Source: an optimization exercise on an open RTL-to-GDS flow (aim: small area, a short achievable clock period and few clock cycles). Production flows keep margins and buffers that such runs may drop.
In this exercise RTL edits were held to simulation tests only and were not proved equivalent to the original.
Power figures rest on the tool's default switching activity, not on a simulated workload.

== main ==
// w25n_encoder
module w25n_encoder (
    input  wire        clk,
    input  wire        rst,
    input  wire        req_valid,
    output wire        req_ready,
    input  wire [31:0] req_word0,
    input  wire [31:0] req_a,
    input  wire [31:0] req_b,
    input  wire        din_valid,
    output wire        din_ready,
    input  wire [7:0]  din_data,
    output reg         dout_valid,
    output wire [7:0]  dout_data,
    output reg         res_valid,
    output wire [7:0]  res_kind,
    output wire [31:0] res_info,
    output wire [23:0] res_rec,
    output reg         bus_valid,
    output reg  [7:0]  bus_tx,
    output reg         bus_last,
    input  wire        bus_ready,
    input  wire [7:0]  bus_rx,
    input  wire        bus_err
);
    localparam [4:0] T_BAD    = 5'd0;
    localparam [4:0] T_RESET  = 5'd1;
    localparam [4:0] T_JEDEC  = 5'd2;
    localparam [4:0] T_WREN   = 5'd3;
    localparam [4:0] T_WRDI   = 5'd4;
    localparam [4:0] T_RDREG  = 5'd5;
    localparam [4:0] T_WRREG  = 5'd6;
    localparam [4:0] T_BERASE = 5'd7;
    localparam [4:0] T_PLOAD  = 5'd8;
    localparam [4:0] T_PLOADR = 5'd9;
    localparam [4:0] T_PEXEC  = 5'd10;
    localparam [4:0] T_PREAD  = 5'd11;
    localparam [4:0] T_RDATA  = 5'd12;
    localparam [4:0] T_UNPROT = 5'd13;
    localparam [4:0] T_PWRDN  = 5'd14;
    localparam [4:0] T_SREAD  = 5'd16;
    localparam [4:0] T_SWRITE = 5'd17;
    localparam [4:0] T_SERASE = 5'd18;
    localparam [4:0] T_SCAP   = 5'd19;
    localparam [4:0] T_BSTAT  = 5'd20;
    localparam [4:0] T_SCANST = 5'd24;
    localparam [4:0] T_SCANNX = 5'd25;
    localparam [3:0] K_OK        = 4'h0;
    localparam [3:0] K_TRANSPORT = 4'h1;
    localparam [3:0] K_WREN      = 4'h2;
    localparam [3:0] K_WRDI      = 4'h3;
    localparam [3:0] K_ERASE     = 4'h4;
    localparam [3:0] K_PROGRAM   = 4'h5;
    localparam [3:0] K_PROTECT   = 4'h6;
    localparam [3:0] K_ALIGN     = 4'h7;
    localparam [3:0] K_BOUNDS    = 4'h8;
    localparam [3:0] K_BADREQ    = 4'hA;
  ...
==> flow/config.mk <==
export PLATFORM = sky130hd
export DESIGN_NAME = w25n_encoder
export DESIGN_NICKNAME = w25n_encoder
export VERILOG_FILES = /design/flow/design.v
export SDC_FILE = /design/flow/constraint.sdc
export NUM_CORES = 4
export LEC_CHECK = 0
export CAP_MARGIN = 20
export CORE_MARGIN = 2
export CORE_UTILIZATION = 40
export SETUP_SLACK_MARGIN = 5
export SLEW_MARGIN = 20
export TNS_END_PERCENT = 0
==> flow/constraint.sdc <==
create_clock -name core_clock -period 10.0 [get_ports {clk}]
set_input_delay 2.0000 -clock core_clock [delete_from_list [all_inputs] [get_ports {clk}]]
set_output_delay 2.0000 -clock core_clock [all_outputs]
set_load 0.01 [all_outputs]
standard.sh (not shown) runs the stock make flow with config.mk's settings and CLKGATE_MAP_FILE= SYNTH_SCRIPT=/design/flow/synth_recipe.tcl, a recipe that flattens the netlist after the stock synthesis.
==> flow/flow/run.sh <==
#!/bin/bash
# Own layout flow: the standard flow, with a stronger setup-repair target
# (a larger slack margin) for the steps after synthesis. Synthesis is the
# standard one, unchanged. Each tool's output goes to its own log here.
set -euo pipefail
MARGIN=$(cat flow/margin.txt)
PORTBUF=$(cat flow/portbuf.txt 2>/dev/null || true)

# 1. standard synthesis, unchanged
bash standard.sh synth > synth.log 2>&1

# 2. the rest of the standard flow with the larger margin
sed -e "s/SETUP_SLACK_MARGIN=[^ ]*/SETUP_SLACK_MARGIN=${MARGIN}/" standard.sh > layout.sh
grep -q "SETUP_SLACK_MARGIN=${MARGIN}" layout.sh
if [[ -n "$PORTBUF" ]]; then
  export BUFFER_PORTS_ARGS="-buffer_cell ${PORTBUF}"
fi
bash layout.sh finish > layout.log 2>&1
test -f out/final.def
==> flow/flow/margin.txt <==
6.5
==> flow/flow/portbuf.txt <==
sky130_fd_sc_hd__buf_2
Testbench counts of main, summed over its fixed seeds: cycles 368,569.
#### Input delta (the feature branch over main)
diff --git a/flow/design.v b/flow/design.v
--- a/flow/design.v
+++ b/flow/design.v
@@ -99,18 +99,20 @@
         if (req_word0[31:24] != 8'h00) pd = T_BAD;
     end
     reg        pv;         
     reg [4:0]  P;          
     reg        pW;         
     reg [3:0]  st;
     reg [2:0]  hi;         
     reg        pay;        
     reg [4:0]  T;          
+    reg        ser;        
+    reg        Rz;         
     reg [31:0] A;          
     reg [31:0] B;          
     reg [31:0] R;          
     reg [11:0] S;          
     reg [7:0]  rxq;        
     reg [3:0]  kind;
     reg        rsr;        
     reg        fz;         
     reg        errq;       
@@ -126,20 +128,19 @@
     wire slot  = ~bus_valid | bus_ready;      
     wire tlast = bus_valid & bus_last;        
     wire tend  = mv & bus_last;
     assign req_ready = idle & pv;
     assign din_ready = dry;
     wire   take      = din_valid & dry;
     assign dout_data = rxq;
     wire paged = (T == T_SREAD) | (T == T_SWRITE);
     wire scan  = (T == T_SCANNX);
-    wire Z     = (R == 32'd0);
-    wire Rnz   = ~Z;
+    wire Rnz   = ~Rz;
     wire Z1    = (R[10:0] == 11'd1) & (paged | (R[31:11] == 21'd0));
     reg [2:0] hl;
     always @(*) begin
         case (st)
             S_C1:         hl = 3'd0;
             S_JED, S_RDM: hl = 3'd4;
             S_ADR:        hl = 3'd3;
             S_RD:         hl = scan ? 3'd5 : 3'd3;
             default:      hl = 3'd2;
@@ -164,19 +165,18 @@
             S_RD:         if (T == T_RDATA && hn[2:1] != 2'b10) nb = (hn == 3'd1) ? A[15:8] : (hn == 3'd2) ? A[7:0] : 8'h00;
             S_RDM:        if (hn == 3'd1) nb = 8'h08;
             default:      ;
         endcase
     end
     wire [7:0] c1_op = (T == T_RESET) ? 8'hFF :
                        (T == T_PWRDN) ? 8'hB9 :
                        (T == T_WRDI)  ? 8'h04 : 8'h06;
     wire [7:0] ld_op = (T == T_PLOADR) ? 8'h84 : 8'h02;
-    wire       ser   = (T == T_SERASE);
     reg  [3:0] ca, cb;
     always @(*) begin
         case (hi)
             3'd0: begin ca = A[3:0];   cb = B[3:0];   end
             3'd1: begin ca = A[7:4];   cb = B[7:4];   end
             3'd2: begin ca = A[11:8];  cb = B[11:8];  end
             3'd3: begin ca = A[15:12]; cb = B[15:12]; end
             3'd4: begin ca = A[19:16]; cb = B[19:16]; end
             3'd5: begin ca = A[23:20]; cb = B[23:20]; end
@@ -285,18 +285,19 @@
                         ({32{selB}} & B) |
                         {7'd0, selJ & ({B[7:0], rxq} == 16'hAA22), {16{selJ}} & B[15:0], {8{selJ | selRx}} & rxq} |
                         {28'd0, {4{selU}} & rxq[6:3]} |
                         {31'd0, selM & (rxq == 8'hFF)};
     wire rload = ((st == S_DISP) & (fs == S_IDLE)) | ((st == S_CHK) & ck_dec & ckfail) | fz;
     assign res_kind = {4'd0, kind};
     assign res_info = A;
     assign res_rec  = {24{rsr}} & {B[15:0], rxq};
     wire acc = (st == S_IDLE) & pv;
+    wire r_dec = take | (mv & (st == S_RD) & ~scan & ~bus_last & topay);
     wire dr_n  = (mv && st == S_LD && !pay && hi == 3'd1 && Rnz) ? 1'b1 :
                  (take && Z1) ? 1'b0 : dr;
     wire skv_n = (fill && skv) ? 1'b0 : (take && !fill) ? 1'b1 : skv;
     always @(posedge clk) begin
         if (mv)
             rxq <= bus_rx;
         errq  <= bus_err;
         P     <= pd;
         pW    <= (pd == T_BAD) | (pd == T_RDREG) | (pd == T_WRREG);
@@ -350,20 +351,24 @@
                 bus_valid <= ~fz & (st != S_IDLE);
             end
         end
         dr   <= dr_n;
         skv  <= skv_n;
         dry  <= dr_n & ~skv_n;
         idle <= ((st == S_IDLE) & ~pv) | ((st == S_DISP) & (fs == S_IDLE)) |
                 ((st == S_CHK) & ck_dec & ckfail) | fz;
         if (st == S_DISP)
+            Rz <= (B == 32'd0);
+        else if (r_dec)
+            Rz <= (R == 32'd1);
+        if (st == S_DISP)
             R <= B;
-        else if (take || (mv && st == S_RD && !scan && !bus_last && topay))
+        else if (r_dec)
             R <= R - 32'd1;
         if (acc)
             B <= req_b;
         else if (take && !fill)
             B[7:0] <= din_data;
         else if (mv && ((st == S_JED && !bus_last) || (st == S_RD && scan) || st == S_U1))
             B[15:0] <= {B[7:0], bus_rx};
         if (acc)
             A <= pW ? req_word0 : req_a;
@@ -381,18 +386,20 @@
             if (T == T_SCANST) S <= 12'd0;
             else if (scan && !S[11]) S <= S + 12'd1;
         end
         if (st == S_DISP)
             adv <= 1'b0;
         else if (tend && st == S_C1)
             adv <= 1'b1;
         if (acc)
             T <= P;
+        if (acc)
+            ser <= (P == T_SERASE);
         if (st == S_DISP) begin
             cy <= 1'b0;
             nz <= 1'b0;
         end else if (st == S_CHK && !ck_dec) begin
             if (hi == 3'd7) begin
                 cy <= csum[4] | (ser ? b_gt_cap : (csum[3:1] != 3'd0));
                 nz <= ~ser & csum[0] & nz;
                 al <= ck_al;
                 zb <= ck_bz;
Results
Looking at cell area, the feature branch sits 0.46% above main.
The feature branch has number of sinks on the clock net above what main had.
Going from main to the feature branch, total power went up; fraction of the core area covered by cells at the end of the flow level; register area climbed 69 um2; share of final layout cell area taken by clock buffers and inverters increased 0.17 points.
Number of non-filler instances in the completed layout: main vs the feature branch — no meaningful difference
Per the comparison of the feature branch with main, number of standard cells after synthesis went up by 22; placed cell count was more or less identical; net switching power figure went up by 0.31 mW.
Testbench counts of the feature branch, summed over its fixed seeds: cycles 368,569.

port drivers added, routing unchanged:
The flow's constraints put no driver on any port. The routed layouts listed below were extracted and timed again, unchanged, in two steps. Step 1: set_driving_cell puts a clkbuf_16 on clk and a buf_2 on each other input, an assumption about the parent block. Step 2 times the ports against the registers' clock, not the clock port: input delays grow and output delays shrink by t, the midpoint of the rising clock arrivals with the driver on. Slacks: ideal / step 1 / step 2; pairs: ideal / step 1.
run	shift t [ns]	setup WS [ns]	hold slack, ns	worst slew at a driven data input, ns
main	0.505	6.316 / 6.264 / 5.966	0.406 / 0.406 / 0.406	0.04
the feature branch	0.502	6.439 / 6.383 / 6.049	0.416 / 0.416 / 0.416	0.07
After both steps every run listed still meets setup and hold. For the feature branch, which loses most, drivers alone change the setup slack by -0.056 ns; drivers and shift together by -0.390 ns.
